This design comes from an exercise in tuning for small area, a short achievable clock period and few clock cycles on the open sky130 flow, not from production work. The RTL was checked by simulation tests, not by an equivalence proof against the original design. Power is estimated from default activity; no workload was simulated.

==> flow/design.v <==
module dither_mono #(
    parameter W = 32
) (
    input  wire        clk,
    input  wire        rst,
    input  wire        in_valid,
    output wire        in_ready,
    input  wire [15:0] in_pixel,
    input  wire        in_sof,
    input  wire [7:0]  cfg_thr,
    input  wire        cfg_dither,
    output wire        out_valid,
    input  wire        out_ready,
    output wire [7:0]  out_byte
);
    function [5:0] q7_off(input [6:0] s);
        case (s)
        7'd0: q7_off = 6'd0;
        7'd1: q7_off = 6'd0;
        7'd2: q7_off = 6'd0;
        7'd3: q7_off = 6'd1;
        7'd4: q7_off = 6'd1;
        7'd5: q7_off = 6'd2;
        7'd6: q7_off = 6'd2;
        7'd7: q7_off = 6'd3;
        7'd8: q7_off = 6'd3;
        7'd9: q7_off = 6'd3;
        7'd10: q7_off = 6'd4;
        7'd11: q7_off = 6'd4;
        7'd12: q7_off = 6'd5;
        7'd13: q7_off = 6'd5;
        7'd14: q7_off = 6'd6;
        7'd15: q7_off = 6'd6;
        7'd16: q7_off = 6'd7;
        7'd17: q7_off = 6'd7;
        7'd18: q7_off = 6'd7;
        7'd19: q7_off = 6'd8;
        7'd20: q7_off = 6'd8;
        7'd21: q7_off = 6'd9;
        7'd22: q7_off = 6'd9;
        7'd23: q7_off = 6'd10;
        7'd24: q7_off = 6'd10;
        7'd25: q7_off = 6'd10;
        7'd26: q7_off = 6'd11;
        7'd27: q7_off = 6'd11;
        7'd28: q7_off = 6'd12;
        7'd29: q7_off = 6'd12;
        7'd30: q7_off = 6'd13;
        7'd31: q7_off = 6'd13;
        7'd32: q7_off = 6'd14;
        7'd33: q7_off = 6'd14;
        7'd34: q7_off = 6'd14;
        7'd35: q7_off = 6'd15;
        7'd36: q7_off = 6'd15;
        7'd37: q7_off = 6'd16;
        7'd38: q7_off = 6'd16;
        7'd39: q7_off = 6'd17;
        7'd40: q7_off = 6'd17;
        7'd41: q7_off = 6'd17;
        7'd42: q7_off = 6'd18;
        7'd43: q7_off = 6'd18;
        7'd44: q7_off = 6'd19;
        7'd45: q7_off = 6'd19;
        7'd46: q7_off = 6'd20;
        7'd47: q7_off = 6'd20;
        7'd48: q7_off = 6'd21;
        7'd49: q7_off = 6'd21;
        7'd50: q7_off = 6'd21;
        7'd51: q7_off = 6'd22;
        7'd52: q7_off = 6'd22;
        7'd53: q7_off = 6'd23;
        7'd54: q7_off = 6'd23;
        7'd55: q7_off = 6'd24;
        7'd56: q7_off = 6'd24;
        7'd57: q7_off = 6'd24;
        7'd58: q7_off = 6'd25;
        7'd59: q7_off = 6'd25;
        7'd60: q7_off = 6'd26;
        7'd61: q7_off = 6'd26;
        7'd62: q7_off = 6'd27;
        7'd63: q7_off = 6'd27;
        7'd64: q7_off = 6'd36;
        7'd65: q7_off = 6'd36;
        7'd66: q7_off = 6'd36;
        7'd67: q7_off = 6'd37;
        7'd68: q7_off = 6'd37;
        7'd69: q7_off = 6'd38;
        7'd70: q7_off = 6'd38;
        7'd71: q7_off = 6'd39;
        7'd72: q7_off = 6'd39;
        7'd73: q7_off = 6'd39;
        7'd74: q7_off = 6'd40;
        7'd75: q7_off = 6'd40;
        7'd76: q7_off = 6'd41;
        7'd77: q7_off = 6'd41;
        7'd78: q7_off = 6'd42;
        7'd79: q7_off = 6'd42;
        7'd80: q7_off = 6'd43;
        7'd81: q7_off = 6'd43;
        7'd82: q7_off = 6'd43;
        7'd83: q7_off = 6'd44;
        7'd84: q7_off = 6'd44;
        7'd85: q7_off = 6'd45;
        7'd86: q7_off = 6'd45;
        7'd87: q7_off = 6'd46;
        7'd88: q7_off = 6'd46;
        7'd89: q7_off = 6'd46;
        7'd90: q7_off = 6'd47;
        7'd91: q7_off = 6'd47;
        7'd92: q7_off = 6'd48;
        7'd93: q7_off = 6'd48;
        7'd94: q7_off = 6'd49;
        7'd95: q7_off = 6'd49;
        7'd96: q7_off = 6'd50;
        7'd97: q7_off = 6'd50;
        7'd98: q7_off = 6'd50;
        7'd99: q7_off = 6'd51;
        7'd100: q7_off = 6'd51;
        7'd101: q7_off = 6'd52;
        7'd102: q7_off = 6'd52;
        7'd103: q7_off = 6'd53;
        7'd104: q7_off = 6'd53;
        7'd105: q7_off = 6'd53;
        7'd106: q7_off = 6'd54;
        7'd107: q7_off = 6'd54;
        7'd108: q7_off = 6'd55;
        7'd109: q7_off = 6'd55;
        7'd110: q7_off = 6'd56;
        7'd111: q7_off = 6'd56;
        7'd112: q7_off = 6'd57;
        7'd113: q7_off = 6'd57;
        7'd114: q7_off = 6'd57;
        7'd115: q7_off = 6'd58;
        7'd116: q7_off = 6'd58;
        7'd117: q7_off = 6'd59;
        7'd118: q7_off = 6'd59;
        7'd119: q7_off = 6'd60;
        7'd120: q7_off = 6'd60;
        7'd121: q7_off = 6'd60;
        7'd122: q7_off = 6'd61;
        7'd123: q7_off = 6'd61;
        7'd124: q7_off = 6'd62;
        7'd125: q7_off = 6'd62;
        7'd126: q7_off = 6'd63;
        7'd127: q7_off = 6'd63;
        endcase
    endfunction
    function [5:0] q7_on(input [6:0] s);
        case (s)
        7'd0: q7_on = 6'd36;
        7'd1: q7_on = 6'd36;
        7'd2: q7_on = 6'd37;
        7'd3: q7_on = 6'd37;
        7'd4: q7_on = 6'd38;
        7'd5: q7_on = 6'd38;
        7'd6: q7_on = 6'd39;
        7'd7: q7_on = 6'd39;
        7'd8: q7_on = 6'd39;
        7'd9: q7_on = 6'd40;
        7'd10: q7_on = 6'd40;
        7'd11: q7_on = 6'd41;
        7'd12: q7_on = 6'd41;
        7'd13: q7_on = 6'd42;
        7'd14: q7_on = 6'd42;
        7'd15: q7_on = 6'd43;
        7'd16: q7_on = 6'd43;
        7'd17: q7_on = 6'd43;
        7'd18: q7_on = 6'd44;
        7'd19: q7_on = 6'd44;
        7'd20: q7_on = 6'd45;
        7'd21: q7_on = 6'd45;
        7'd22: q7_on = 6'd46;
        7'd23: q7_on = 6'd46;
        7'd24: q7_on = 6'd46;
        7'd25: q7_on = 6'd47;
        7'd26: q7_on = 6'd47;
        7'd27: q7_on = 6'd48;
        7'd28: q7_on = 6'd48;
        7'd29: q7_on = 6'd49;
        7'd30: q7_on = 6'd49;
        7'd31: q7_on = 6'd50;
        7'd32: q7_on = 6'd50;
        7'd33: q7_on = 6'd50;
        7'd34: q7_on = 6'd51;
        7'd35: q7_on = 6'd51;
        7'd36: q7_on = 6'd52;
        7'd37: q7_on = 6'd52;
        7'd38: q7_on = 6'd53;
        7'd39: q7_on = 6'd53;
        7'd40: q7_on = 6'd53;
        7'd41: q7_on = 6'd54;
        7'd42: q7_on = 6'd54;
        7'd43: q7_on = 6'd55;
        7'd44: q7_on = 6'd55;
        7'd45: q7_on = 6'd56;
        7'd46: q7_on = 6'd56;
        7'd47: q7_on = 6'd57;
        7'd48: q7_on = 6'd57;
        7'd49: q7_on = 6'd57;
        7'd50: q7_on = 6'd58;
        7'd51: q7_on = 6'd58;
        7'd52: q7_on = 6'd59;
        7'd53: q7_on = 6'd59;
        7'd54: q7_on = 6'd60;
        7'd55: q7_on = 6'd60;
        7'd56: q7_on = 6'd60;
        7'd57: q7_on = 6'd61;
        7'd58: q7_on = 6'd61;
        7'd59: q7_on = 6'd62;
        7'd60: q7_on = 6'd62;
        7'd61: q7_on = 6'd63;
        7'd62: q7_on = 6'd63;
        7'd63: q7_on = 6'd0;
        7'd64: q7_on = 6'd0;
        7'd65: q7_on = 6'd0;
        7'd66: q7_on = 6'd1;
        7'd67: q7_on = 6'd1;
        7'd68: q7_on = 6'd2;
        7'd69: q7_on = 6'd2;
        7'd70: q7_on = 6'd3;
        7'd71: q7_on = 6'd3;
        7'd72: q7_on = 6'd3;
        7'd73: q7_on = 6'd4;
        7'd74: q7_on = 6'd4;
        7'd75: q7_on = 6'd5;
        7'd76: q7_on = 6'd5;
        7'd77: q7_on = 6'd6;
        7'd78: q7_on = 6'd6;
        7'd79: q7_on = 6'd7;
        7'd80: q7_on = 6'd7;
        7'd81: q7_on = 6'd7;
        7'd82: q7_on = 6'd8;
        7'd83: q7_on = 6'd8;
        7'd84: q7_on = 6'd9;
        7'd85: q7_on = 6'd9;
        7'd86: q7_on = 6'd10;
        7'd87: q7_on = 6'd10;
        7'd88: q7_on = 6'd10;
        7'd89: q7_on = 6'd11;
        7'd90: q7_on = 6'd11;
        7'd91: q7_on = 6'd12;
        7'd92: q7_on = 6'd12;
        7'd93: q7_on = 6'd13;
        7'd94: q7_on = 6'd13;
        7'd95: q7_on = 6'd14;
        7'd96: q7_on = 6'd14;
        7'd97: q7_on = 6'd14;
        7'd98: q7_on = 6'd15;
        7'd99: q7_on = 6'd15;
        7'd100: q7_on = 6'd16;
        7'd101: q7_on = 6'd16;
        7'd102: q7_on = 6'd17;
        7'd103: q7_on = 6'd17;
        7'd104: q7_on = 6'd17;
        7'd105: q7_on = 6'd18;
        7'd106: q7_on = 6'd18;
        7'd107: q7_on = 6'd19;
        7'd108: q7_on = 6'd19;
        7'd109: q7_on = 6'd20;
        7'd110: q7_on = 6'd20;
        7'd111: q7_on = 6'd21;
        7'd112: q7_on = 6'd21;
        7'd113: q7_on = 6'd21;
        7'd114: q7_on = 6'd22;
        7'd115: q7_on = 6'd22;
        7'd116: q7_on = 6'd23;
        7'd117: q7_on = 6'd23;
        7'd118: q7_on = 6'd24;
        7'd119: q7_on = 6'd24;
        7'd120: q7_on = 6'd24;
        7'd121: q7_on = 6'd25;
        7'd122: q7_on = 6'd25;
        7'd123: q7_on = 6'd26;
        7'd124: q7_on = 6'd26;
        7'd125: q7_on = 6'd27;
        7'd126: q7_on = 6'd27;
        7'd127: q7_on = 6'd28;
        endcase
    endfunction
    function [5:0] q5_off(input [6:0] s);
        case (s)
        7'd0: q5_off = 6'd0;
        7'd1: q5_off = 6'd0;
        7'd2: q5_off = 6'd0;
        7'd3: q5_off = 6'd0;
        7'd4: q5_off = 6'd1;
        7'd5: q5_off = 6'd1;
        7'd6: q5_off = 6'd1;
        7'd7: q5_off = 6'd2;
        7'd8: q5_off = 6'd2;
        7'd9: q5_off = 6'd2;
        7'd10: q5_off = 6'd3;
        7'd11: q5_off = 6'd3;
        7'd12: q5_off = 6'd3;
        7'd13: q5_off = 6'd4;
        7'd14: q5_off = 6'd4;
        7'd15: q5_off = 6'd4;
        7'd16: q5_off = 6'd5;
        7'd17: q5_off = 6'd5;
        7'd18: q5_off = 6'd5;
        7'd19: q5_off = 6'd5;
        7'd20: q5_off = 6'd6;
        7'd21: q5_off = 6'd6;
        7'd22: q5_off = 6'd6;
        7'd23: q5_off = 6'd7;
        7'd24: q5_off = 6'd7;
        7'd25: q5_off = 6'd7;
        7'd26: q5_off = 6'd8;
        7'd27: q5_off = 6'd8;
        7'd28: q5_off = 6'd8;
        7'd29: q5_off = 6'd9;
        7'd30: q5_off = 6'd9;
        7'd31: q5_off = 6'd9;
        7'd32: q5_off = 6'd10;
        7'd33: q5_off = 6'd10;
        7'd34: q5_off = 6'd10;
        7'd35: q5_off = 6'd10;
        7'd36: q5_off = 6'd11;
        7'd37: q5_off = 6'd11;
        7'd38: q5_off = 6'd11;
        7'd39: q5_off = 6'd12;
        7'd40: q5_off = 6'd12;
        7'd41: q5_off = 6'd12;
        7'd42: q5_off = 6'd13;
        7'd43: q5_off = 6'd13;
        7'd44: q5_off = 6'd13;
        7'd45: q5_off = 6'd14;
        7'd46: q5_off = 6'd14;
        7'd47: q5_off = 6'd14;
        7'd48: q5_off = 6'd15;
        7'd49: q5_off = 6'd15;
        7'd50: q5_off = 6'd15;
        7'd51: q5_off = 6'd15;
        7'd52: q5_off = 6'd16;
        7'd53: q5_off = 6'd16;
        7'd54: q5_off = 6'd16;
        7'd55: q5_off = 6'd17;
        7'd56: q5_off = 6'd17;
        7'd57: q5_off = 6'd17;
        7'd58: q5_off = 6'd18;
        7'd59: q5_off = 6'd18;
        7'd60: q5_off = 6'd18;
        7'd61: q5_off = 6'd19;
        7'd62: q5_off = 6'd19;
        7'd63: q5_off = 6'd19;
        7'd64: q5_off = 6'd44;
        7'd65: q5_off = 6'd44;
        7'd66: q5_off = 6'd44;
        7'd67: q5_off = 6'd44;
        7'd68: q5_off = 6'd45;
        7'd69: q5_off = 6'd45;
        7'd70: q5_off = 6'd45;
        7'd71: q5_off = 6'd46;
        7'd72: q5_off = 6'd46;
        7'd73: q5_off = 6'd46;
        7'd74: q5_off = 6'd47;
        7'd75: q5_off = 6'd47;
        7'd76: q5_off = 6'd47;
        7'd77: q5_off = 6'd48;
        7'd78: q5_off = 6'd48;
        7'd79: q5_off = 6'd48;
        7'd80: q5_off = 6'd49;
        7'd81: q5_off = 6'd49;
        7'd82: q5_off = 6'd49;
        7'd83: q5_off = 6'd49;
        7'd84: q5_off = 6'd50;
        7'd85: q5_off = 6'd50;
        7'd86: q5_off = 6'd50;
        7'd87: q5_off = 6'd51;
        7'd88: q5_off = 6'd51;
        7'd89: q5_off = 6'd51;
        7'd90: q5_off = 6'd52;
        7'd91: q5_off = 6'd52;
        7'd92: q5_off = 6'd52;
        7'd93: q5_off = 6'd53;
        7'd94: q5_off = 6'd53;
        7'd95: q5_off = 6'd53;
        7'd96: q5_off = 6'd54;
        7'd97: q5_off = 6'd54;
        7'd98: q5_off = 6'd54;
        7'd99: q5_off = 6'd54;
        7'd100: q5_off = 6'd55;
        7'd101: q5_off = 6'd55;
        7'd102: q5_off = 6'd55;
        7'd103: q5_off = 6'd56;
        7'd104: q5_off = 6'd56;
        7'd105: q5_off = 6'd56;
        7'd106: q5_off = 6'd57;
        7'd107: q5_off = 6'd57;
        7'd108: q5_off = 6'd57;
        7'd109: q5_off = 6'd58;
        7'd110: q5_off = 6'd58;
        7'd111: q5_off = 6'd58;
        7'd112: q5_off = 6'd59;
        7'd113: q5_off = 6'd59;
        7'd114: q5_off = 6'd59;
        7'd115: q5_off = 6'd59;
        7'd116: q5_off = 6'd60;
        7'd117: q5_off = 6'd60;
        7'd118: q5_off = 6'd60;
        7'd119: q5_off = 6'd61;
        7'd120: q5_off = 6'd61;
        7'd121: q5_off = 6'd61;
        7'd122: q5_off = 6'd62;
        7'd123: q5_off = 6'd62;
        7'd124: q5_off = 6'd62;
        7'd125: q5_off = 6'd63;
        7'd126: q5_off = 6'd63;
        7'd127: q5_off = 6'd63;
        endcase
    endfunction
    function [5:0] q5_on(input [6:0] s);
        case (s)
        7'd0: q5_on = 6'd44;
        7'd1: q5_on = 6'd44;
        7'd2: q5_on = 6'd44;
        7'd3: q5_on = 6'd45;
        7'd4: q5_on = 6'd45;
        7'd5: q5_on = 6'd45;
        7'd6: q5_on = 6'd46;
        7'd7: q5_on = 6'd46;
        7'd8: q5_on = 6'd46;
        7'd9: q5_on = 6'd47;
        7'd10: q5_on = 6'd47;
        7'd11: q5_on = 6'd47;
        7'd12: q5_on = 6'd48;
        7'd13: q5_on = 6'd48;
        7'd14: q5_on = 6'd48;
        7'd15: q5_on = 6'd49;
        7'd16: q5_on = 6'd49;
        7'd17: q5_on = 6'd49;
        7'd18: q5_on = 6'd49;
        7'd19: q5_on = 6'd50;
        7'd20: q5_on = 6'd50;
        7'd21: q5_on = 6'd50;
        7'd22: q5_on = 6'd51;
        7'd23: q5_on = 6'd51;
        7'd24: q5_on = 6'd51;
        7'd25: q5_on = 6'd52;
        7'd26: q5_on = 6'd52;
        7'd27: q5_on = 6'd52;
        7'd28: q5_on = 6'd53;
        7'd29: q5_on = 6'd53;
        7'd30: q5_on = 6'd53;
        7'd31: q5_on = 6'd54;
        7'd32: q5_on = 6'd54;
        7'd33: q5_on = 6'd54;
        7'd34: q5_on = 6'd54;
        7'd35: q5_on = 6'd55;
        7'd36: q5_on = 6'd55;
        7'd37: q5_on = 6'd55;
        7'd38: q5_on = 6'd56;
        7'd39: q5_on = 6'd56;
        7'd40: q5_on = 6'd56;
        7'd41: q5_on = 6'd57;
        7'd42: q5_on = 6'd57;
        7'd43: q5_on = 6'd57;
        7'd44: q5_on = 6'd58;
        7'd45: q5_on = 6'd58;
        7'd46: q5_on = 6'd58;
        7'd47: q5_on = 6'd59;
        7'd48: q5_on = 6'd59;
        7'd49: q5_on = 6'd59;
        7'd50: q5_on = 6'd59;
        7'd51: q5_on = 6'd60;
        7'd52: q5_on = 6'd60;
        7'd53: q5_on = 6'd60;
        7'd54: q5_on = 6'd61;
        7'd55: q5_on = 6'd61;
        7'd56: q5_on = 6'd61;
        7'd57: q5_on = 6'd62;
        7'd58: q5_on = 6'd62;
        7'd59: q5_on = 6'd62;
        7'd60: q5_on = 6'd63;
        7'd61: q5_on = 6'd63;
        7'd62: q5_on = 6'd63;
        7'd63: q5_on = 6'd0;
        7'd64: q5_on = 6'd0;
        7'd65: q5_on = 6'd0;
        7'd66: q5_on = 6'd0;
        7'd67: q5_on = 6'd1;
        7'd68: q5_on = 6'd1;
        7'd69: q5_on = 6'd1;
        7'd70: q5_on = 6'd2;
        7'd71: q5_on = 6'd2;
        7'd72: q5_on = 6'd2;
        7'd73: q5_on = 6'd3;
        7'd74: q5_on = 6'd3;
        7'd75: q5_on = 6'd3;
        7'd76: q5_on = 6'd4;
        7'd77: q5_on = 6'd4;
        7'd78: q5_on = 6'd4;
        7'd79: q5_on = 6'd5;
        7'd80: q5_on = 6'd5;
        7'd81: q5_on = 6'd5;
        7'd82: q5_on = 6'd5;
        7'd83: q5_on = 6'd6;
        7'd84: q5_on = 6'd6;
        7'd85: q5_on = 6'd6;
        7'd86: q5_on = 6'd7;
        7'd87: q5_on = 6'd7;
        7'd88: q5_on = 6'd7;
        7'd89: q5_on = 6'd8;
        7'd90: q5_on = 6'd8;
        7'd91: q5_on = 6'd8;
        7'd92: q5_on = 6'd9;
        7'd93: q5_on = 6'd9;
        7'd94: q5_on = 6'd9;
        7'd95: q5_on = 6'd10;
        7'd96: q5_on = 6'd10;
        7'd97: q5_on = 6'd10;
        7'd98: q5_on = 6'd10;
        7'd99: q5_on = 6'd11;
        7'd100: q5_on = 6'd11;
        7'd101: q5_on = 6'd11;
        7'd102: q5_on = 6'd12;
        7'd103: q5_on = 6'd12;
        7'd104: q5_on = 6'd12;
        7'd105: q5_on = 6'd13;
        7'd106: q5_on = 6'd13;
        7'd107: q5_on = 6'd13;
        7'd108: q5_on = 6'd14;
        7'd109: q5_on = 6'd14;
        7'd110: q5_on = 6'd14;
        7'd111: q5_on = 6'd15;
        7'd112: q5_on = 6'd15;
        7'd113: q5_on = 6'd15;
        7'd114: q5_on = 6'd15;
        7'd115: q5_on = 6'd16;
        7'd116: q5_on = 6'd16;
        7'd117: q5_on = 6'd16;
        7'd118: q5_on = 6'd17;
        7'd119: q5_on = 6'd17;
        7'd120: q5_on = 6'd17;
        7'd121: q5_on = 6'd18;
        7'd122: q5_on = 6'd18;
        7'd123: q5_on = 6'd18;
        7'd124: q5_on = 6'd19;
        7'd125: q5_on = 6'd19;
        7'd126: q5_on = 6'd19;
        7'd127: q5_on = 6'd20;
        endcase
    endfunction
    function [4:0] q3_off(input [6:0] s);
        case (s)
        7'd0: q3_off = 5'd0;
        7'd1: q3_off = 5'd0;
        7'd2: q3_off = 5'd0;
        7'd3: q3_off = 5'd0;
        7'd4: q3_off = 5'd0;
        7'd5: q3_off = 5'd0;
        7'd6: q3_off = 5'd1;
        7'd7: q3_off = 5'd1;
        7'd8: q3_off = 5'd1;
        7'd9: q3_off = 5'd1;
        7'd10: q3_off = 5'd1;
        7'd11: q3_off = 5'd2;
        7'd12: q3_off = 5'd2;
        7'd13: q3_off = 5'd2;
        7'd14: q3_off = 5'd2;
        7'd15: q3_off = 5'd2;
        7'd16: q3_off = 5'd3;
        7'd17: q3_off = 5'd3;
        7'd18: q3_off = 5'd3;
        7'd19: q3_off = 5'd3;
        7'd20: q3_off = 5'd3;
        7'd21: q3_off = 5'd3;
        7'd22: q3_off = 5'd4;
        7'd23: q3_off = 5'd4;
        7'd24: q3_off = 5'd4;
        7'd25: q3_off = 5'd4;
        7'd26: q3_off = 5'd4;
        7'd27: q3_off = 5'd5;
        7'd28: q3_off = 5'd5;
        7'd29: q3_off = 5'd5;
        7'd30: q3_off = 5'd5;
        7'd31: q3_off = 5'd5;
        7'd32: q3_off = 5'd6;
        7'd33: q3_off = 5'd6;
        7'd34: q3_off = 5'd6;
        7'd35: q3_off = 5'd6;
        7'd36: q3_off = 5'd6;
        7'd37: q3_off = 5'd6;
        7'd38: q3_off = 5'd7;
        7'd39: q3_off = 5'd7;
        7'd40: q3_off = 5'd7;
        7'd41: q3_off = 5'd7;
        7'd42: q3_off = 5'd7;
        7'd43: q3_off = 5'd8;
        7'd44: q3_off = 5'd8;
        7'd45: q3_off = 5'd8;
        7'd46: q3_off = 5'd8;
        7'd47: q3_off = 5'd8;
        7'd48: q3_off = 5'd9;
        7'd49: q3_off = 5'd9;
        7'd50: q3_off = 5'd9;
        7'd51: q3_off = 5'd9;
        7'd52: q3_off = 5'd9;
        7'd53: q3_off = 5'd9;
        7'd54: q3_off = 5'd10;
        7'd55: q3_off = 5'd10;
        7'd56: q3_off = 5'd10;
        7'd57: q3_off = 5'd10;
        7'd58: q3_off = 5'd10;
        7'd59: q3_off = 5'd11;
        7'd60: q3_off = 5'd11;
        7'd61: q3_off = 5'd11;
        7'd62: q3_off = 5'd11;
        7'd63: q3_off = 5'd11;
        7'd64: q3_off = 5'd20;
        7'd65: q3_off = 5'd20;
        7'd66: q3_off = 5'd20;
        7'd67: q3_off = 5'd20;
        7'd68: q3_off = 5'd20;
        7'd69: q3_off = 5'd20;
        7'd70: q3_off = 5'd21;
        7'd71: q3_off = 5'd21;
        7'd72: q3_off = 5'd21;
        7'd73: q3_off = 5'd21;
        7'd74: q3_off = 5'd21;
        7'd75: q3_off = 5'd22;
        7'd76: q3_off = 5'd22;
        7'd77: q3_off = 5'd22;
        7'd78: q3_off = 5'd22;
        7'd79: q3_off = 5'd22;
        7'd80: q3_off = 5'd23;
        7'd81: q3_off = 5'd23;
        7'd82: q3_off = 5'd23;
        7'd83: q3_off = 5'd23;
        7'd84: q3_off = 5'd23;
        7'd85: q3_off = 5'd23;
        7'd86: q3_off = 5'd24;
        7'd87: q3_off = 5'd24;
        7'd88: q3_off = 5'd24;
        7'd89: q3_off = 5'd24;
        7'd90: q3_off = 5'd24;
        7'd91: q3_off = 5'd25;
        7'd92: q3_off = 5'd25;
        7'd93: q3_off = 5'd25;
        7'd94: q3_off = 5'd25;
        7'd95: q3_off = 5'd25;
        7'd96: q3_off = 5'd26;
        7'd97: q3_off = 5'd26;
        7'd98: q3_off = 5'd26;
        7'd99: q3_off = 5'd26;
        7'd100: q3_off = 5'd26;
        7'd101: q3_off = 5'd26;
        7'd102: q3_off = 5'd27;
        7'd103: q3_off = 5'd27;
        7'd104: q3_off = 5'd27;
        7'd105: q3_off = 5'd27;
        7'd106: q3_off = 5'd27;
        7'd107: q3_off = 5'd28;
        7'd108: q3_off = 5'd28;
        7'd109: q3_off = 5'd28;
        7'd110: q3_off = 5'd28;
        7'd111: q3_off = 5'd28;
        7'd112: q3_off = 5'd29;
        7'd113: q3_off = 5'd29;
        7'd114: q3_off = 5'd29;
        7'd115: q3_off = 5'd29;
        7'd116: q3_off = 5'd29;
        7'd117: q3_off = 5'd29;
        7'd118: q3_off = 5'd30;
        7'd119: q3_off = 5'd30;
        7'd120: q3_off = 5'd30;
        7'd121: q3_off = 5'd30;
        7'd122: q3_off = 5'd30;
        7'd123: q3_off = 5'd31;
        7'd124: q3_off = 5'd31;
        7'd125: q3_off = 5'd31;
        7'd126: q3_off = 5'd31;
        7'd127: q3_off = 5'd31;
        endcase
    endfunction
    function [4:0] q3_on(input [6:0] s);
        case (s)
        7'd0: q3_on = 5'd20;
        7'd1: q3_on = 5'd20;
        7'd2: q3_on = 5'd20;
        7'd3: q3_on = 5'd20;
        7'd4: q3_on = 5'd20;
        7'd5: q3_on = 5'd21;
        7'd6: q3_on = 5'd21;
        7'd7: q3_on = 5'd21;
        7'd8: q3_on = 5'd21;
        7'd9: q3_on = 5'd21;
        7'd10: q3_on = 5'd22;
        7'd11: q3_on = 5'd22;
        7'd12: q3_on = 5'd22;
        7'd13: q3_on = 5'd22;
        7'd14: q3_on = 5'd22;
        7'd15: q3_on = 5'd23;
        7'd16: q3_on = 5'd23;
        7'd17: q3_on = 5'd23;
        7'd18: q3_on = 5'd23;
        7'd19: q3_on = 5'd23;
        7'd20: q3_on = 5'd23;
        7'd21: q3_on = 5'd24;
        7'd22: q3_on = 5'd24;
        7'd23: q3_on = 5'd24;
        7'd24: q3_on = 5'd24;
        7'd25: q3_on = 5'd24;
        7'd26: q3_on = 5'd25;
        7'd27: q3_on = 5'd25;
        7'd28: q3_on = 5'd25;
        7'd29: q3_on = 5'd25;
        7'd30: q3_on = 5'd25;
        7'd31: q3_on = 5'd26;
        7'd32: q3_on = 5'd26;
        7'd33: q3_on = 5'd26;
        7'd34: q3_on = 5'd26;
        7'd35: q3_on = 5'd26;
        7'd36: q3_on = 5'd26;
        7'd37: q3_on = 5'd27;
        7'd38: q3_on = 5'd27;
        7'd39: q3_on = 5'd27;
        7'd40: q3_on = 5'd27;
        7'd41: q3_on = 5'd27;
        7'd42: q3_on = 5'd28;
        7'd43: q3_on = 5'd28;
        7'd44: q3_on = 5'd28;
        7'd45: q3_on = 5'd28;
        7'd46: q3_on = 5'd28;
        7'd47: q3_on = 5'd29;
        7'd48: q3_on = 5'd29;
        7'd49: q3_on = 5'd29;
        7'd50: q3_on = 5'd29;
        7'd51: q3_on = 5'd29;
        7'd52: q3_on = 5'd29;
        7'd53: q3_on = 5'd30;
        7'd54: q3_on = 5'd30;
        7'd55: q3_on = 5'd30;
        7'd56: q3_on = 5'd30;
        7'd57: q3_on = 5'd30;
        7'd58: q3_on = 5'd31;
        7'd59: q3_on = 5'd31;
        7'd60: q3_on = 5'd31;
        7'd61: q3_on = 5'd31;
        7'd62: q3_on = 5'd31;
        7'd63: q3_on = 5'd0;
        7'd64: q3_on = 5'd0;
        7'd65: q3_on = 5'd0;
        7'd66: q3_on = 5'd0;
        7'd67: q3_on = 5'd0;
        7'd68: q3_on = 5'd0;
        7'd69: q3_on = 5'd1;
        7'd70: q3_on = 5'd1;
        7'd71: q3_on = 5'd1;
        7'd72: q3_on = 5'd1;
        7'd73: q3_on = 5'd1;
        7'd74: q3_on = 5'd2;
        7'd75: q3_on = 5'd2;
        7'd76: q3_on = 5'd2;
        7'd77: q3_on = 5'd2;
        7'd78: q3_on = 5'd2;
        7'd79: q3_on = 5'd3;
        7'd80: q3_on = 5'd3;
        7'd81: q3_on = 5'd3;
        7'd82: q3_on = 5'd3;
        7'd83: q3_on = 5'd3;
        7'd84: q3_on = 5'd3;
        7'd85: q3_on = 5'd4;
        7'd86: q3_on = 5'd4;
        7'd87: q3_on = 5'd4;
        7'd88: q3_on = 5'd4;
        7'd89: q3_on = 5'd4;
        7'd90: q3_on = 5'd5;
        7'd91: q3_on = 5'd5;
        7'd92: q3_on = 5'd5;
        7'd93: q3_on = 5'd5;
        7'd94: q3_on = 5'd5;
        7'd95: q3_on = 5'd6;
        7'd96: q3_on = 5'd6;
        7'd97: q3_on = 5'd6;
        7'd98: q3_on = 5'd6;
        7'd99: q3_on = 5'd6;
        7'd100: q3_on = 5'd6;
        7'd101: q3_on = 5'd7;
        7'd102: q3_on = 5'd7;
        7'd103: q3_on = 5'd7;
        7'd104: q3_on = 5'd7;
        7'd105: q3_on = 5'd7;
        7'd106: q3_on = 5'd8;
        7'd107: q3_on = 5'd8;
        7'd108: q3_on = 5'd8;
        7'd109: q3_on = 5'd8;
        7'd110: q3_on = 5'd8;
        7'd111: q3_on = 5'd9;
        7'd112: q3_on = 5'd9;
        7'd113: q3_on = 5'd9;
        7'd114: q3_on = 5'd9;
        7'd115: q3_on = 5'd9;
        7'd116: q3_on = 5'd9;
        7'd117: q3_on = 5'd10;
        7'd118: q3_on = 5'd10;
        7'd119: q3_on = 5'd10;
        7'd120: q3_on = 5'd10;
        7'd121: q3_on = 5'd10;
        7'd122: q3_on = 5'd11;
        7'd123: q3_on = 5'd11;
        7'd124: q3_on = 5'd11;
        7'd125: q3_on = 5'd11;
        7'd126: q3_on = 5'd11;
        7'd127: q3_on = 5'd12;
        endcase
    endfunction
    function [3:0] q1_off(input [6:0] s);
        case (s)
        7'd0: q1_off = 4'd0;
        7'd1: q1_off = 4'd1;
        7'd2: q1_off = 4'd2;
        7'd3: q1_off = 4'd2;
        7'd4: q1_off = 4'd2;
        7'd5: q1_off = 4'd2;
        7'd6: q1_off = 4'd2;
        7'd7: q1_off = 4'd1;
        7'd8: q1_off = 4'd2;
        7'd9: q1_off = 4'd3;
        7'd10: q1_off = 4'd2;
        7'd11: q1_off = 4'd2;
        7'd12: q1_off = 4'd2;
        7'd13: q1_off = 4'd2;
        7'd14: q1_off = 4'd2;
        7'd15: q1_off = 4'd3;
        7'd16: q1_off = 4'd1;
        7'd17: q1_off = 4'd2;
        7'd18: q1_off = 4'd3;
        7'd19: q1_off = 4'd3;
        7'd20: q1_off = 4'd3;
        7'd21: q1_off = 4'd3;
        7'd22: q1_off = 4'd3;
        7'd23: q1_off = 4'd2;
        7'd24: q1_off = 4'd3;
        7'd25: q1_off = 4'd4;
        7'd26: q1_off = 4'd3;
        7'd27: q1_off = 4'd3;
        7'd28: q1_off = 4'd3;
        7'd29: q1_off = 4'd3;
        7'd30: q1_off = 4'd3;
        7'd31: q1_off = 4'd4;
        7'd32: q1_off = 4'd2;
        7'd33: q1_off = 4'd3;
        7'd34: q1_off = 4'd4;
        7'd35: q1_off = 4'd4;
        7'd36: q1_off = 4'd4;
        7'd37: q1_off = 4'd4;
        7'd38: q1_off = 4'd4;
        7'd39: q1_off = 4'd3;
        7'd40: q1_off = 4'd4;
        7'd41: q1_off = 4'd5;
        7'd42: q1_off = 4'd4;
        7'd43: q1_off = 4'd4;
        7'd44: q1_off = 4'd4;
        7'd45: q1_off = 4'd4;
        7'd46: q1_off = 4'd4;
        7'd47: q1_off = 4'd5;
        7'd48: q1_off = 4'd3;
        7'd49: q1_off = 4'd4;
        7'd50: q1_off = 4'd5;
        7'd51: q1_off = 4'd5;
        7'd52: q1_off = 4'd5;
        7'd53: q1_off = 4'd5;
        7'd54: q1_off = 4'd5;
        7'd55: q1_off = 4'd4;
        7'd56: q1_off = 4'd5;
        7'd57: q1_off = 4'd6;
        7'd58: q1_off = 4'd5;
        7'd59: q1_off = 4'd5;
        7'd60: q1_off = 4'd5;
        7'd61: q1_off = 4'd5;
        7'd62: q1_off = 4'd5;
        7'd63: q1_off = 4'd6;
        7'd64: q1_off = 4'd12;
        7'd65: q1_off = 4'd13;
        7'd66: q1_off = 4'd14;
        7'd67: q1_off = 4'd14;
        7'd68: q1_off = 4'd14;
        7'd69: q1_off = 4'd14;
        7'd70: q1_off = 4'd14;
        7'd71: q1_off = 4'd13;
        7'd72: q1_off = 4'd14;
        7'd73: q1_off = 4'd15;
        7'd74: q1_off = 4'd14;
        7'd75: q1_off = 4'd14;
        7'd76: q1_off = 4'd14;
        7'd77: q1_off = 4'd14;
        7'd78: q1_off = 4'd14;
        7'd79: q1_off = 4'd15;
        7'd80: q1_off = 4'd13;
        7'd81: q1_off = 4'd14;
        7'd82: q1_off = 4'd15;
        7'd83: q1_off = 4'd15;
        7'd84: q1_off = 4'd15;
        7'd85: q1_off = 4'd15;
        7'd86: q1_off = 4'd15;
        7'd87: q1_off = 4'd14;
        7'd88: q1_off = 4'd15;
        7'd89: q1_off = 4'd0;
        7'd90: q1_off = 4'd15;
        7'd91: q1_off = 4'd15;
        7'd92: q1_off = 4'd15;
        7'd93: q1_off = 4'd15;
        7'd94: q1_off = 4'd15;
        7'd95: q1_off = 4'd0;
        7'd96: q1_off = 4'd14;
        7'd97: q1_off = 4'd15;
        7'd98: q1_off = 4'd0;
        7'd99: q1_off = 4'd0;
        7'd100: q1_off = 4'd0;
        7'd101: q1_off = 4'd0;
        7'd102: q1_off = 4'd0;
        7'd103: q1_off = 4'd15;
        7'd104: q1_off = 4'd0;
        7'd105: q1_off = 4'd1;
        7'd106: q1_off = 4'd0;
        7'd107: q1_off = 4'd0;
        7'd108: q1_off = 4'd0;
        7'd109: q1_off = 4'd0;
        7'd110: q1_off = 4'd0;
        7'd111: q1_off = 4'd1;
        7'd112: q1_off = 4'd15;
        7'd113: q1_off = 4'd0;
        7'd114: q1_off = 4'd1;
        7'd115: q1_off = 4'd1;
        7'd116: q1_off = 4'd1;
        7'd117: q1_off = 4'd1;
        7'd118: q1_off = 4'd1;
        7'd119: q1_off = 4'd0;
        7'd120: q1_off = 4'd1;
        7'd121: q1_off = 4'd2;
        7'd122: q1_off = 4'd1;
        7'd123: q1_off = 4'd1;
        7'd124: q1_off = 4'd1;
        7'd125: q1_off = 4'd1;
        7'd126: q1_off = 4'd1;
        7'd127: q1_off = 4'd2;
        endcase
    endfunction
    function [3:0] q1_on(input [6:0] s);
        case (s)
        7'd0: q1_on = 4'd13;
        7'd1: q1_on = 4'd14;
        7'd2: q1_on = 4'd14;
        7'd3: q1_on = 4'd14;
        7'd4: q1_on = 4'd14;
        7'd5: q1_on = 4'd14;
        7'd6: q1_on = 4'd13;
        7'd7: q1_on = 4'd14;
        7'd8: q1_on = 4'd15;
        7'd9: q1_on = 4'd14;
        7'd10: q1_on = 4'd14;
        7'd11: q1_on = 4'd14;
        7'd12: q1_on = 4'd14;
        7'd13: q1_on = 4'd14;
        7'd14: q1_on = 4'd15;
        7'd15: q1_on = 4'd13;
        7'd16: q1_on = 4'd14;
        7'd17: q1_on = 4'd15;
        7'd18: q1_on = 4'd15;
        7'd19: q1_on = 4'd15;
        7'd20: q1_on = 4'd15;
        7'd21: q1_on = 4'd15;
        7'd22: q1_on = 4'd14;
        7'd23: q1_on = 4'd15;
        7'd24: q1_on = 4'd0;
        7'd25: q1_on = 4'd15;
        7'd26: q1_on = 4'd15;
        7'd27: q1_on = 4'd15;
        7'd28: q1_on = 4'd15;
        7'd29: q1_on = 4'd15;
        7'd30: q1_on = 4'd0;
        7'd31: q1_on = 4'd14;
        7'd32: q1_on = 4'd15;
        7'd33: q1_on = 4'd0;
        7'd34: q1_on = 4'd0;
        7'd35: q1_on = 4'd0;
        7'd36: q1_on = 4'd0;
        7'd37: q1_on = 4'd0;
        7'd38: q1_on = 4'd15;
        7'd39: q1_on = 4'd0;
        7'd40: q1_on = 4'd1;
        7'd41: q1_on = 4'd0;
        7'd42: q1_on = 4'd0;
        7'd43: q1_on = 4'd0;
        7'd44: q1_on = 4'd0;
        7'd45: q1_on = 4'd0;
        7'd46: q1_on = 4'd1;
        7'd47: q1_on = 4'd15;
        7'd48: q1_on = 4'd0;
        7'd49: q1_on = 4'd1;
        7'd50: q1_on = 4'd1;
        7'd51: q1_on = 4'd1;
        7'd52: q1_on = 4'd1;
        7'd53: q1_on = 4'd1;
        7'd54: q1_on = 4'd0;
        7'd55: q1_on = 4'd1;
        7'd56: q1_on = 4'd2;
        7'd57: q1_on = 4'd1;
        7'd58: q1_on = 4'd1;
        7'd59: q1_on = 4'd1;
        7'd60: q1_on = 4'd1;
        7'd61: q1_on = 4'd1;
        7'd62: q1_on = 4'd2;
        7'd63: q1_on = 4'd0;
        7'd64: q1_on = 4'd1;
        7'd65: q1_on = 4'd2;
        7'd66: q1_on = 4'd2;
        7'd67: q1_on = 4'd2;
        7'd68: q1_on = 4'd2;
        7'd69: q1_on = 4'd2;
        7'd70: q1_on = 4'd1;
        7'd71: q1_on = 4'd2;
        7'd72: q1_on = 4'd3;
        7'd73: q1_on = 4'd2;
        7'd74: q1_on = 4'd2;
        7'd75: q1_on = 4'd2;
        7'd76: q1_on = 4'd2;
        7'd77: q1_on = 4'd2;
        7'd78: q1_on = 4'd3;
        7'd79: q1_on = 4'd1;
        7'd80: q1_on = 4'd2;
        7'd81: q1_on = 4'd3;
        7'd82: q1_on = 4'd3;
        7'd83: q1_on = 4'd3;
        7'd84: q1_on = 4'd3;
        7'd85: q1_on = 4'd3;
        7'd86: q1_on = 4'd2;
        7'd87: q1_on = 4'd3;
        7'd88: q1_on = 4'd4;
        7'd89: q1_on = 4'd3;
        7'd90: q1_on = 4'd3;
        7'd91: q1_on = 4'd3;
        7'd92: q1_on = 4'd3;
        7'd93: q1_on = 4'd3;
        7'd94: q1_on = 4'd4;
        7'd95: q1_on = 4'd2;
        7'd96: q1_on = 4'd3;
        7'd97: q1_on = 4'd4;
        7'd98: q1_on = 4'd4;
        7'd99: q1_on = 4'd4;
        7'd100: q1_on = 4'd4;
        7'd101: q1_on = 4'd4;
        7'd102: q1_on = 4'd3;
        7'd103: q1_on = 4'd4;
        7'd104: q1_on = 4'd5;
        7'd105: q1_on = 4'd4;
        7'd106: q1_on = 4'd4;
        7'd107: q1_on = 4'd4;
        7'd108: q1_on = 4'd4;
        7'd109: q1_on = 4'd4;
        7'd110: q1_on = 4'd5;
        7'd111: q1_on = 4'd3;
        7'd112: q1_on = 4'd4;
        7'd113: q1_on = 4'd5;
        7'd114: q1_on = 4'd5;
        7'd115: q1_on = 4'd5;
        7'd116: q1_on = 4'd5;
        7'd117: q1_on = 4'd5;
        7'd118: q1_on = 4'd4;
        7'd119: q1_on = 4'd5;
        7'd120: q1_on = 4'd6;
        7'd121: q1_on = 4'd5;
        7'd122: q1_on = 4'd5;
        7'd123: q1_on = 4'd5;
        7'd124: q1_on = 4'd5;
        7'd125: q1_on = 4'd5;
        7'd126: q1_on = 4'd6;
        7'd127: q1_on = 4'd4;
        endcase
    endfunction
    function [7:0] ks8(input [7:0] a, input [7:0] b);
        reg [7:0] p, g, pp, gg;
        integer   i, d;
        begin
            p  = a ^ b;
            g  = a & b;
            pp = p;
            gg = g;
            for (d = 1; d < 8; d = d * 2)
                for (i = 7; i >= d; i = i - 1) begin
                    gg[i] = gg[i] | (pp[i] & gg[i-d]);
                    pp[i] = pp[i] & pp[i-d];
                end
            ks8 = p ^ {gg[6:0], 1'b0};
        end
    endfunction
    function gtu8(input [7:0] a, input [7:0] b);
        reg     g, e;
        integer i;
        begin
            g = 1'b0;
            e = 1'b1;
            for (i = 7; i >= 0; i = i - 1) begin
                g = g | (e & a[i] & ~b[i]);
                e = e & (a[i] | ~b[i]) & (~a[i] | b[i]);
            end
            gtu8 = g;
        end
    endfunction
    function [4:0] max_lh(input [15:0] p);
        max_lh = gtu8({3'b000, p[4:0]}, {3'b000, p[15:11]}) ? p[4:0] : p[15:11];
    endfunction
    function [5:0] intensity(input [10:0] mp);    
        reg [5:0] a, b;
        begin
            a = {mp[10:6], 1'b0};
            b = mp[5:0];
            intensity = gtu8({2'b00, a}, {2'b00, b}) ? a : b;
        end
    endfunction
    wire       f1_go, f2_go, x_go;
    wire       pb_wr;
    wire       g_valid_n, fr_valid_n, x_sure_n;
    wire              a_we;
    wire [4:0]        a_wpos;
    wire signed [6:0] a_wdata;
    reg        in_ready_r;
    reg        iv;
    reg [10:0] ipix;          
    reg        isof, idith;
    reg [5:0]  ithr;
    wire acc_in = in_valid & in_ready_r;
    assign in_ready = in_ready_r;
    always @(posedge clk) begin
        if (~iv | pb_wr) begin
            ipix  <= {max_lh(in_pixel), in_pixel[10:5]};
            isof  <= in_sof;
            ithr  <= cfg_thr[7:2];
            idith <= cfg_dither;
        end
    end
    reg [5:0]  pb [0:31];
    reg [5:0]  cnt;           
    reg        rowfull;       
    reg [4:0]  wx;            
    reg        w_wdir;        
    reg        w_rdir;        
    reg        w_odd, w_first, w_dith;
    reg [5:0]  w_t6;
    reg [4:0]  rk;            
    assign     pb_wr    = iv & (~cnt[5] | f1_go);
    wire       w_new    = (wx == 5'd0);
    wire       wdir_eff = w_new ? w_rdir : w_wdir;
    wire [4:0] wp       = wx ^ {5{wdir_eff}};
    wire       iv_n     = acc_in | (iv & ~pb_wr);
    wire       w_row    = pb_wr & w_new;
    wire       w_odd_n  = w_row ? (~isof & ~w_odd) : w_odd;
    wire       w_first_n = w_row ? isof : w_first;
    wire       w_dith_n = (w_row & isof) ? idith : w_dith;
    wire [5:0] w_t6_n   = (w_row & isof) ? ithr : w_t6;
    wire       w_rdir_n = (w_row & ~isof) ? (w_rdir ^ ~w_odd) : w_rdir;
    wire [5:0] cnt_n    = cnt + {5'd0, pb_wr} - {5'd0, f1_go};
    wire       full_n   = (cnt[5] & (pb_wr | ~f1_go)) | ((cnt == 6'd31) & pb_wr & ~f1_go);
    wire       f1_sure_n = ~g_valid_n | ~fr_valid_n | x_sure_n;
    always @(posedge clk) begin
        if (pb_wr)
            pb[wp] <= intensity(ipix);
    end
    always @(posedge clk) begin
        if (rst) begin
            in_ready_r <= 1'b1;
            iv         <= 1'b0;
            cnt        <= 6'd0;
            rowfull    <= 1'b0;
            wx         <= 5'd0;
            w_rdir     <= 1'b0;
            w_wdir     <= 1'b0;
            w_odd      <= 1'b1;
        end else begin
            in_ready_r <= ~iv_n | ~full_n | f1_sure_n;
            iv         <= iv_n;
            cnt        <= cnt_n;
            rowfull    <= (pb_wr & (wx == 5'd31)) | (rowfull & ~(f1_go & (rk == 5'd31)));
            if (pb_wr)
                wx <= wx + 5'd1;
            if (w_row)
                w_wdir <= w_rdir;
            w_odd   <= w_odd_n;
            w_first <= w_first_n;
            w_dith  <= w_dith_n;
            w_t6    <= w_t6_n;
            w_rdir  <= w_rdir_n;
        end
    end
    reg        rs;            
    reg        r_odd, r_zero, r_dith, r_rdir;
    reg [5:0]  r_t6;
    wire       rs_n   = f1_go ? (rk == 5'd31) : rs;
    wire       f_odd  = r_odd;
    wire       f_zero = r_zero;
    wire       f_dith = r_dith;
    wire [5:0] f_t6   = r_t6;
    wire [4:0] rp     = rk ^ {5{r_rdir}};    
    wire [4:0] fx     = rk ^ {5{r_odd}};     
    wire       avail  = f_odd ? rowfull : (cnt != 6'd0);
    reg signed [6:0]  el [0:31];   
    wire [5:0]        v      = pb[rp];
    wire signed [6:0] el_rd  = (a_we && a_wpos == fx) ? a_wdata : el[fx];
    reg               g_valid;
    reg [5:0]         g_v;
    reg [5:0]         g_t6;
    reg signed [6:0]  g_el;
    reg [4:0]         g_x;
    reg               g_rs, g_last, g_zero, g_dith, g_odd;
    assign f1_go     = avail & (~g_valid | f2_go);
    assign g_valid_n = f1_go | (g_valid & ~f2_go);
    always @(posedge clk) begin
        if (rst) begin
            rk      <= 5'd0;
            rs      <= 1'b1;
            g_valid <= 1'b0;
        end else begin
            if (f1_go)
                rk <= rk + 5'd1;
            rs <= rs_n;
            if (rs_n) begin
                r_odd  <= w_odd_n;
                r_zero <= w_first_n | ~w_dith_n;
                r_dith <= w_dith_n;
                r_rdir <= w_rdir_n;
                r_t6   <= w_t6_n;
            end
            g_valid <= g_valid_n;
        end
        if (f1_go) begin
            g_v    <= v;
            g_t6   <= f_t6;
            g_el   <= el_rd;
            g_x    <= fx;
            g_rs   <= rs;
            g_last <= (rk == 5'd31);
            g_zero <= f_zero;
            g_dith <= f_dith;
            g_odd  <= f_odd;
        end else if (a_we && a_wpos == g_x) begin
            g_el   <= a_wdata;
        end
    end
    reg               fr_valid;
    reg [6:0]         fr_b0;      
    reg signed [7:0]  fr_t;       
    reg               fr_dith, fr_odd, fr_last, fr_rs;
    reg [4:0]         fr_x;
    reg signed [5:0]  accA;        
    reg signed [3:0]  accB;        
    wire signed [5:0] accA_n;
    wire signed [3:0] accB_n;
    wire              caseA = fr_valid;
    wire signed [6:0] err0  = caseA ? {{3{accB_n[3]}}, accB_n} : {accA_n[5], accA_n};
    wire signed [6:0] errl  = (a_we && a_wpos == g_x) ? a_wdata : g_el;
    wire signed [6:0] err   = g_zero ? 7'sd0 : (g_rs ? err0 : errl);
    wire signed [7:0] base  = ks8({2'b00, g_v}, {err[6], err});
    wire [7:0]        g_tv  = ~ks8({2'b11, ~g_t6}, {2'b00, g_v});
    assign f2_go      = g_valid & (~fr_valid | x_go);
    assign fr_valid_n = f2_go | (fr_valid & ~x_go);
    always @(posedge clk) begin
        if (rst)
            fr_valid <= 1'b0;
        else
            fr_valid <= fr_valid_n;
        if (f2_go) begin
            fr_b0   <= base[6:0];
            fr_t    <= ~ks8(~g_tv, {err[6], err});    
            fr_dith <= g_dith;
            fr_odd  <= g_odd;
            fr_last <= g_last;
            fr_rs   <= g_rs;
            fr_x    <= g_x;
        end
    end
    reg signed [5:0]  carry;
    wire [7:0]        s0w  = ks8({1'b0, fr_b0}, {{2{carry[5]}}, carry});
    wire [6:0]        s0   = s0w[6:0];
    wire              on   = gtu8({~carry[5], {2{carry[5]}}, carry[4:0]}, {~fr_t[7], fr_t[6:0]});
    wire [5:0]        q7   = on ? q7_on(s0) : q7_off(s0);
    wire [5:0]        q5   = on ? q5_on(s0) : q5_off(s0);
    wire              sel_q5 = g_valid & ~g_zero;
    reg  [31:0] dec;
    reg  [3:0]  pend;
    reg  [1:0]  nb;
    reg         ov;
    reg  [7:0]  ob;
    reg         pxg_r;        
    reg         nbx_r;        
    wire        cap       = ~ov & pend[nb];
    wire [1:0]  xg        = fr_x[4:3];
    wire        dec_block = pxg_r & (ov | ~nbx_r);
    wire        bdone     = fr_odd ? (fr_x[2:0] == 3'd0) : (fr_x[2:0] == 3'd7);
    wire [3:0]  pend_n    = (pend & ~(cap ? (4'd1 << nb) : 4'd0))
                          | ((x_go & bdone) ? (4'd1 << xg) : 4'd0);
    wire [1:0]  xg_n      = f2_go ? g_x[4:3] : xg;
    assign x_go = fr_valid & ~dec_block;
    assign x_sure_n = ~pend_n[xg_n] | (~(cap | ov) & (nb + {1'b0, cap} == xg_n));
    reg               er_valid, er_rs;
    reg [4:0]         er_wpos;
    reg signed [4:0]  er_q3;
    reg signed [5:0]  er_q5;
    reg signed [3:0]  er_q1;
    always @(posedge clk) begin
        if (rst) begin
            carry    <= 6'sd0;
            er_valid <= 1'b0;
            pend     <= 4'd0;
            pxg_r    <= 1'b0;
            nbx_r    <= 1'b0;
            nb       <= 2'd0;
            ov       <= 1'b0;
        end else begin
            if (x_go) begin
                if (fr_last | ~fr_dith)
                    carry <= (fr_last & sel_q5) ? q5 : 6'sd0;
                else
                    carry <= q7;
            end
            er_valid <= x_go;
            pend <= pend_n;
            pxg_r <= pend_n[xg_n];
            nbx_r <= (nb + {1'b0, cap} == xg_n);
            if (cap)
                nb <= nb + 2'd1;
            ov <= cap | (ov & ~out_ready);
        end
        if (x_go) begin
            dec[fr_x] <= on;
            er_rs     <= fr_rs;
            er_wpos   <= fr_odd ? fr_x + 5'd1 : fr_x - 5'd1;
            er_q3     <= on ? q3_on(s0) : q3_off(s0);
            er_q5     <= q5;
            er_q1     <= on ? q1_on(s0) : q1_off(s0);
        end
        if (cap)
            ob <= dec[nb*8 +: 8];
    end
    assign out_valid = ov;
    assign out_byte  = ob;
    assign a_we    = er_valid & ~er_rs;
    assign a_wpos  = er_wpos;
    wire [7:0] a_sum3 = ks8({{2{accA[5]}}, accA}, {{3{er_q3[4]}}, er_q3});
    wire [7:0] a_sum5 = ks8({{4{accB[3]}}, accB}, {{2{er_q5[5]}}, er_q5});
    assign a_wdata = a_sum3[6:0];
    assign accA_n  = er_valid ? (er_rs ? er_q5 : a_sum5[5:0]) : accA;
    assign accB_n  = er_valid ? er_q1 : accB;
    always @(posedge clk) begin
        accA <= accA_n;
        accB <= accB_n;
        if (a_we)
            el[a_wpos] <= a_wdata;
    end
endmodule
==> flow/flow/run.sh <==
#!/bin/bash
# The standard layout, with every port buffered by a buf_4 instead of the
# default port buffer, and timing repair aiming for more setup slack than
# the clock period needs.
set -euo pipefail
export BUFFER_PORTS_ARGS="-buffer_cell sky130_fd_sc_hd__buf_4"
export SETUP_SLACK_MARGIN=9.3
bash standard.sh finish > flow_make.log 2>&1
==> flow/standard.sh <==
#!/bin/bash
# synth_recipe.tcl (not shown) runs the flow's synth.tcl, then flattens the netlist and writes it again
# the make line also repeats each setting of config.mk as NAME=value (left out here)
make -C /OpenROAD-flow-scripts/flow DESIGN_CONFIG=/design/flow/config.mk WORK_HOME=/design/flow/orfs CLKGATE_MAP_FILE= SYNTH_SCRIPT=/design/flow/synth_recipe.tcl "${@:-finish}"
==> flow/config.mk <==
export PLATFORM = sky130hd
export DESIGN_NAME = dither_mono
export DESIGN_NICKNAME = dither_mono
export VERILOG_FILES = /design/flow/design.v
export SDC_FILE = /design/flow/constraint.sdc
export NUM_CORES = 4
export LEC_CHECK = 0
export CAP_MARGIN = 20
export CORE_MARGIN = 2
export CORE_UTILIZATION = 55
export CTS_CLUSTER_DIAMETER = 60
export CTS_CLUSTER_SIZE = 25
export PLACE_DENSITY = 0.65
export SLEW_MARGIN = 20
==> flow/constraint.sdc <==
create_clock -name core_clock -period 13.0 [get_ports {clk}]
set_input_delay 2.6000 -clock core_clock [delete_from_list [all_inputs] [get_ports {clk}]]
set_output_delay 2.6000 -clock core_clock [all_outputs]
set_load 0.01 [all_outputs]
==> qor.log, run 1 <==
INFO  run_status     outcome=no timing/DRC/antenna violations
INFO  placed_design  portBuffers=37
INFO  floorplan      fp-row-count=82
INFO  drt            firstDrtPassIters=6
INFO  clocking       cts_sinks=617
INFO  drt            route.antenna.remaining_nets=0
INFO  final_layout   fill_cells=3718
INFO  final_layout   final-instance-count-excl-fill=2581
INFO  final_layout   design.final.nets=1987
INFO  sta            worst_slew_margin_rel=33.6%
INFO  drt            count_of_vias_placed_by_the_detailed_router=15.7k
INFO  pwr            peak_vdd_ir=0.122mV
INFO  yosys          post_synth_instance_area=28100squm
INFO  sta            max_slew.worst_pin.slew=0.996ns
INFO  pwr            power_density_over_the_cells=224nW/um^2
INFO  drt            detail_route.vias_per_cell=6.10
INFO  sta            final.setup.worst_slack=9.17ns
INFO  grt            gr-usage-all-layers=22.4%
INFO  clocking       cts.clk_slew.worst_paths=0.08ns
INFO  final_layout   antenna_cells_inserted=0
INFO  pwr            power.leakage=0.0105uW
INFO  yosys          ys_dominant_reg_cell=sky130_fd_sc_hd__edfxtp_1
INFO  placed_design  dp_worst_setup_slack=8.54ns
INFO  sta            slew_viol_final=0
INFO  grt            grt_max_degree=59
INFO  grt            number_of_antenna_violations_at_the_first_check_in_global_routing=0
INFO  sta            finClkSkew=0.0295ns
INFO  sta            setup_viol_count_final=0
INFO  yosys          yosysUniqueCellTypes=76
INFO  worst_hold_path worst_hold_path_class=flop to flop
INFO  floorplan      initial_cell_density_of_the_core=55.8%
INFO  yosys          synth_area_per_cell=15.2squm
INFO  placed_design  hpwlAfterDp=37.3mm
INFO  yosys          synthArstFlopShare=0%
INFO  sta            setup_repair_after_global_routing_missed_its_margin=yes
INFO  yosys          yosysSeqAreaShare=64.0%
INFO  drt            first_iter_violations=1504
INFO  sta            finalCritPeriodShare=29.5%
INFO  grt            grt_pass1_vias=15.6k
INFO  clocking       cts_root_buffer=sky130_fd_sc_hd__clkbuf_16
INFO  sta            finalSetupTns=0ns
INFO  setup_path     worst_setup_path_end_kind=flop
INFO  clocking       tritoncts=yes
INFO  floorplan      dieArea=52800squm
INFO  sta            final.hold.worst_slack=0.424ns
INFO  sta            period_needed=3.83ns
INFO  sta            fmax=0.261GHz
INFO  setup_path     worstSetupStartpointType=input port
INFO  floorplan      die-height=230um
INFO  floorplan      die-width=230um
INFO  setup_path     timing.setup.critical_path_class=input port to flop
INFO  clocking       total_clock_buffers_created_by_cts=42
INFO  yosys          number_of_cells_produced_by_synthesis=1848
INFO  floorplan      top_level_ports=40
INFO  final_layout   area_growth_syn_to_layout=10.6%
INFO  final_layout   post_route_cells_drive_above_1_share=21.2%
INFO  placed_design  numPlacedInstances=2495
INFO  drt            drcViolationCount=0
INFO  sta            hold_violations=0
INFO  setup_path     path_max_fanout=5
INFO  setup_path     worst-endpoint-required=13.34ns
INFO  job            max_cap_violation_count=0
INFO  grt            total_congestion_overflow=0
INFO  final_layout   post-route-util=61.7%
INFO  floorplan      core_region_area=50300squm
INFO  drt            detail_route.wl_per_cell=22.5um
INFO  clocking       number_of_levels_the_h_tree_was_split_into=2
INFO  drt            routed_wirelength=58.0mm
INFO  clocking       clk_path_buf_depth=3
INFO  placed_design  place_congestion=0.848
INFO  yosys          synth_enable_flop_cells=559
INFO  yosys          synth.ff_latch_count=617
INFO  yosys          synthesis.nets=1959
INFO  yosys          yosys_warnings=1
INFO  setup_path     arrival=4.17ns
INFO  grt            first_pass_grt_wire_length=91.6mm
INFO  clocking       clock_latency=0.61ns
[final cells by class]
cell class	count	area, sq um	area share (%)
tap	672	841	2.71
clock inverter	34	463	1.49
timing repair buffer	73	664	2.14
sequential	617	18000	57.9
inverter	73	279	0.899
multi-input combinational	1069	9760	31.5
clock buffer	43	1060	3.43
[final timing paths]
path | slack, ns | cells after the start | endpoint | startpoint
setup / recovery | 9.17 | 9 | ipix[7] | in_pixel[11]
hold / removal | 0.42 | 0 | er_rs | fr_rs
setup reg to reg | 9.22 | 14 | fr_t[7] | er_q3[0]
hold reg to reg | 0.42 | 0 | er_rs | fr_rs
[layout by cell type (no fill, tap or decap), drive strengths merged, types with 9 or more instances in the layout]
master / n
a21o: 18
a21oi: 78
a22oi: 12
a31oi: 22
and3: 9
buf: 73
clkbuf: 43
clkinv: 13
dfxtp: 58
edfxtp: 559
ha: 73
inv: 88
mux2: 33
mux2i: 35
mux4: 139
nand2: 91
nand2b: 12
nand3: 23
nor2: 159
nor2b: 18
nor3: 20
o211ai: 13
o21ai: 79
or3: 13
xnor2: 53
xor2: 27
[metrics by stage]
step                cell area [sq um]  power [uW]
finish                          31000        6960
global route                    31000        7350
CTS                             30900        6980
detailed placement              29200        5490
global placement                29100        5430
floorplan                       28100        4750
[metal layers]
metal | global-route usage [%] | wire [um]
met1 | 32.3 | 25400
met5 | 0 | 0
met2 | 36.3 | 28200
met4 | 6.05 | 1410
met3 | 2.98 | 2990
[critical path, stage by stage]
cell and delay (ns):
sky130_fd_sc_hd__buf_6 0.07, sky130_fd_sc_hd__nand2b_4 0.10, sky130_fd_sc_hd__nor2_1 0.04, sky130_fd_sc_hd__nor2_1 0.08, sky130_fd_sc_hd__a21oi_1 0.05, sky130_fd_sc_hd__maj3_2 0.29
sky130_fd_sc_hd__maj3_2 0.33, sky130_fd_sc_hd__a21oi_4 0.27, sky130_fd_sc_hd__mux2_4 0.33
[kinds of logic (layout without fill, tap and decap cells)]
logic type               after synthesis  after routing  share of synthesized area, %
multiplexers                         207            207                          13.7
AND/OR/NAND/NOR                      394            394                          6.57
flip-flops                           617            617                          64.0
adder cells (fa/ha/maj)               87             87                          4.04
XOR/XNOR                              80             80                          2.50
AO/OA/AOI/OAI                        301            301                          6.80
buffers and inverters                162            223                          2.40
[where the power goes]
part	internal [uW]	leakage [uW]	switching, uW	total, uW
logic	1110	0.00417	1610	2730
clock network	708	0.000729	755	1460
registers	2670	0.00557	97.7	2770
total	4490	0.0105	2470	6960
[registers in the layout, indices dropped and copies added, names as in the netlist, 6 cells and up]
| name | count |
|---|---|
| ob | 8 |
| ipix | 11 |
| er_q5 | 6 |
| dec | 32 |
| g_v | 6 |
| fr_t | 8 |
| r_t6 | 6 |
| cnt | 6 |
| pb | 192 |
| fr_b0 | 7 |
| carry | 6 |
| g_t6 | 6 |
| accA | 6 |
| el | 224 |
| g_el | 7 |
| ithr | 6 |
| w_t6 | 6 |
[cell usage after synthesis, types with 7 or more instances]
master	number	area [sq um]
sky130_fd_sc_hd__nor2_1	159	597
sky130_fd_sc_hd__nor2b_1	18	113
sky130_fd_sc_hd__buf_2	22	110
sky130_fd_sc_hd__ha_1	73	913
sky130_fd_sc_hd__mux2_2	31	349
sky130_fd_sc_hd__o211ai_1	13	97.6
sky130_fd_sc_hd__nand4_1	8	50.1
sky130_fd_sc_hd__mux4_2	139	3130
sky130_fd_sc_hd__nand3_1	23	115
sky130_fd_sc_hd__and3_1	9	56.3
sky130_fd_sc_hd__dfxtp_1	58	1160
sky130_fd_sc_hd__or3_1	13	81.3
sky130_fd_sc_hd__a22oi_1	12	90.1
sky130_fd_sc_hd__nand2b_1	12	75.1
sky130_fd_sc_hd__a22o_1	8	70.1
sky130_fd_sc_hd__a21o_1	18	135
sky130_fd_sc_hd__a21oi_1	77	385
sky130_fd_sc_hd__a211oi_1	7	52.6
sky130_fd_sc_hd__inv_1	71	267
sky130_fd_sc_hd__o22ai_1	8	50.1
sky130_fd_sc_hd__nand2_1	91	342
sky130_fd_sc_hd__buf_1	18	67.6
sky130_fd_sc_hd__xor2_1	27	236
sky130_fd_sc_hd__clkbuf_1	40	150
sky130_fd_sc_hd__mux2i_1	35	350
sky130_fd_sc_hd__o21ai_0	53	265
sky130_fd_sc_hd__a211o_1	7	61.3
sky130_fd_sc_hd__xnor2_1	53	464
sky130_fd_sc_hd__fa_1	8	160
sky130_fd_sc_hd__o21bai_1	8	60.1
sky130_fd_sc_hd__nor3_1	17	85.1
sky130_fd_sc_hd__a31oi_1	22	138
sky130_fd_sc_hd__and2_1	8	50.1
sky130_fd_sc_hd__edfxtp_1	559	16800
sky130_fd_sc_hd__o21ai_1	26	130
[timing repair]
item	4_1_cts	5_1_grt
pin swaps	6	3
setup buffers	7	2
endpoints found under the setup margin	237	147
hold buffers	0	0
resized for setup	40	32
Testbench counts, summed over its fixed seeds: cycles 20,640.
==> run 2: changes to the inputs <==
--- a/flow/config.mk
+++ b/flow/config.mk
@@ -8,7 +8,7 @@
 export CAP_MARGIN = 20
 export CORE_MARGIN = 2
-export CORE_UTILIZATION = 55
+export CORE_UTILIZATION = 60
 export CTS_CLUSTER_DIAMETER = 60
 export CTS_CLUSTER_SIZE = 25
-export PLACE_DENSITY = 0.65
+export PLACE_DENSITY = 0.7
 export SLEW_MARGIN = 20
==> qor.log, run 2 <==
INFO  final_layout   area_growth_syn_to_layout=10.4%
INFO  pwr            power.leakage=0.0105uW
INFO  placed_design  hpwlAfterDp=36.5mm
INFO  final_layout   largest_reg_flops=224
INFO  clocking       tritoncts=yes
INFO  clocking       number_of_levels_the_h_tree_was_split_into=2
INFO  setup_path     timing.reg2reg.setup_slack=9.30ns
INFO  final_layout   post_route_cells_drive_above_1_share=21.4%
INFO  worst_hold_path worst_hold_path_class=flop to flop
INFO  setup_path     worstSetupStartpointType=input port
INFO  clocking       cts_sinks=617
INFO  placed_design  numPlacedInstances=2427
INFO  sta            worst_slew_margin_rel=25.4%
INFO  sta            setup_viol_count_final=0
INFO  clocking       hold_buf_count_cts=0
INFO  grt            first_pass_grt_wire_length=87.8mm
INFO  yosys          synth_enable_flop_cells=559
INFO  yosys          ys_dominant_reg_cell=sky130_fd_sc_hd__edfxtp_1
INFO  grt            grt_max_degree=59
INFO  setup_path     r2r_end=fr_t[7]
INFO  floorplan      top_level_ports=40
INFO  yosys          yosys_warnings=1
INFO  yosys          yosysUniqueCellTypes=76
INFO  setup_path     setup.worst_path.start=in_pixel[11]
INFO  placed_design  place_congestion=0.868
INFO  sta            setup_repair_after_global_routing_missed_its_margin=yes
INFO  final_layout   final-instance-count-excl-fill=2515
INFO  floorplan      initial_cell_density_of_the_core=60.5%
INFO  sta            fmax=0.257GHz
INFO  yosys          yosysSeqAreaShare=64.0%
INFO  drt            detail_route.wl_per_cell=22.4um
INFO  placed_design  place_area=29100squm
INFO  setup_path     timing.reg2reg.worst_path_depth=14
INFO  drt            route.antenna.remaining_nets=0
INFO  yosys          synth.ff_latch_count=617
INFO  grt            number_of_antenna_violations_at_the_first_check_in_global_routing=0
INFO  final_layout   final_cell_mix=sky130_fd_sc_hd__edfxtp_1, sky130_fd_sc_hd__mux4_2, sky130_fd_sc_hd__nor2_1
INFO  sta            max_slew.worst_pin.slew=1.11ns
INFO  sta            hold_violations=0
INFO  drt            routed_wirelength=56.3mm
INFO  clocking       total_clock_buffers_created_by_cts=42
INFO  sta            period_needed=3.90ns
INFO  drt            drcViolationCount=0
INFO  sta            slew_viol_final=0
INFO  setup_path     worst-endpoint-required=13.32ns
INFO  run_status     outcome=no timing/DRC/antenna violations
INFO  drt            count_of_vias_placed_by_the_detailed_router=15.7k
INFO  pwr            power_density_over_the_cells=225nW/um^2
INFO  sta            finalCritPeriodShare=30.0%
-- run 2: cell counts after synthesis --
No cell type changed its count.
-- run 2: where the power goes --
group	leakage [uW]	switching [uW]	internal [uW]
Sequential	0.00557	99.9	2670
Combinational	0.00418	1620	1130
Clock	0.000729	733	708
Total	0.0105	2460	4510
-- run 2: what timing repair did --
action	in CTS	in global routing
pin swaps	6	5
gates resized for setup	57	32
endpoints found under the setup margin	237	143
setup buffers	10	5
-- run 2: how the worst min path moves through the flow --
stage	to	slack, ns	cells after the start
2_1_floorplan	er_rs	0.40	0
3_3_place_gp	g_t6[3]	0.40	0
3_5_place_dp	g_t6[0]	0.40	0
4_1_cts	er_rs	0.42	0
5_1_grt	er_rs	0.43	0
6_report	fr_odd	0.42	0
-- run 2: final cells by class --
cell class                 count  area share, %
clock buffer                  47           3.62
multi-input combinational   1069           31.6
tap                          607           2.45
sequential                   617           57.9
clock inverter                26           1.25
inverter                      73          0.909
timing repair buffer          76           2.21
-- run 2: kinds of logic (layout without fill, tap and decap cells) --
logic type	Yosys count	in the layout	share of synthesized area, %
fa+ha+maj	87	87	4.04
buf+inv	162	222	2.40
flops	617	617	64.0
xor+xnor	80	80	2.50
simple gates	394	394	6.57
compound gates	301	301	6.80
mux	207	207	13.7
-- run 2: worst max-delay path: stages --
cell                       delay [ns]
sky130_fd_sc_hd__buf_6           0.07
sky130_fd_sc_hd__nand2b_4        0.11
sky130_fd_sc_hd__nor2_2          0.05
sky130_fd_sc_hd__nor2_2          0.11
sky130_fd_sc_hd__a21oi_2         0.05
sky130_fd_sc_hd__maj3_2          0.30
sky130_fd_sc_hd__maj3_2          0.33
sky130_fd_sc_hd__a21oi_4         0.26
sky130_fd_sc_hd__mux2_4          0.33
-- run 2: per-stage QoR --
| step | util, % | hold slack [ns] |
|---|---|---|
| 5_1_grt | 66.8 | 0.430 |
| 6_report | 66.8 | 0.420 |
| 2_1_floorplan | - | 0.400 |
| 4_1_cts | 66.5 | 0.420 |
| 3_3_place_gp | 62.7 | 0.402 |
| 3_5_place_dp | 62.7 | 0.405 |
-- run 2: routing by layer --
layer  vias up  track usage, %  routed length (um)
li1       7219               -                   -
met1      8038            33.9               24800
met2       403            38.9               27700
met3        74            3.35                2650
met4         0            5.46                1170
met5         -               0                   0

==> static timing again, ports no longer ideal <==
The flow's constraints put no driver on any port. The routed layouts listed below were extracted and timed again, unchanged, in two steps.
Step 1 (the two cells are an assumption about what drives the block):
set clk [get_ports {clk}]
set_driving_cell -lib_cell sky130_fd_sc_hd__clkbuf_16 $clk
set_driving_cell -lib_cell sky130_fd_sc_hd__buf_2 [delete_from_list [all_inputs] $clk]
Step 2 also shifts input and output timing later by t, the mid clock arrival at the registers, as if the neighbouring blocks saw the same clock.
Slacks: ideal / step 1 / step 2; pairs: ideal / step 1.
| run | t, ns | setup WS [ns] | hold slack, ns | worst setup path at the end |
|---|---|---|---|---|
| run 1 | 0.651 | 9.170 / 9.189 / 8.540 | 0.424 / 0.424 / 0.424 | input to register |
| run 2 | 0.637 | 9.103 / 9.124 / 8.488 | 0.420 / 0.420 / 0.420 | input to register |
After both steps every run listed still meets setup and hold. For run 1, which loses most, drivers alone change the setup slack by +0.019 ns; drivers and shift together by -0.630 ns.
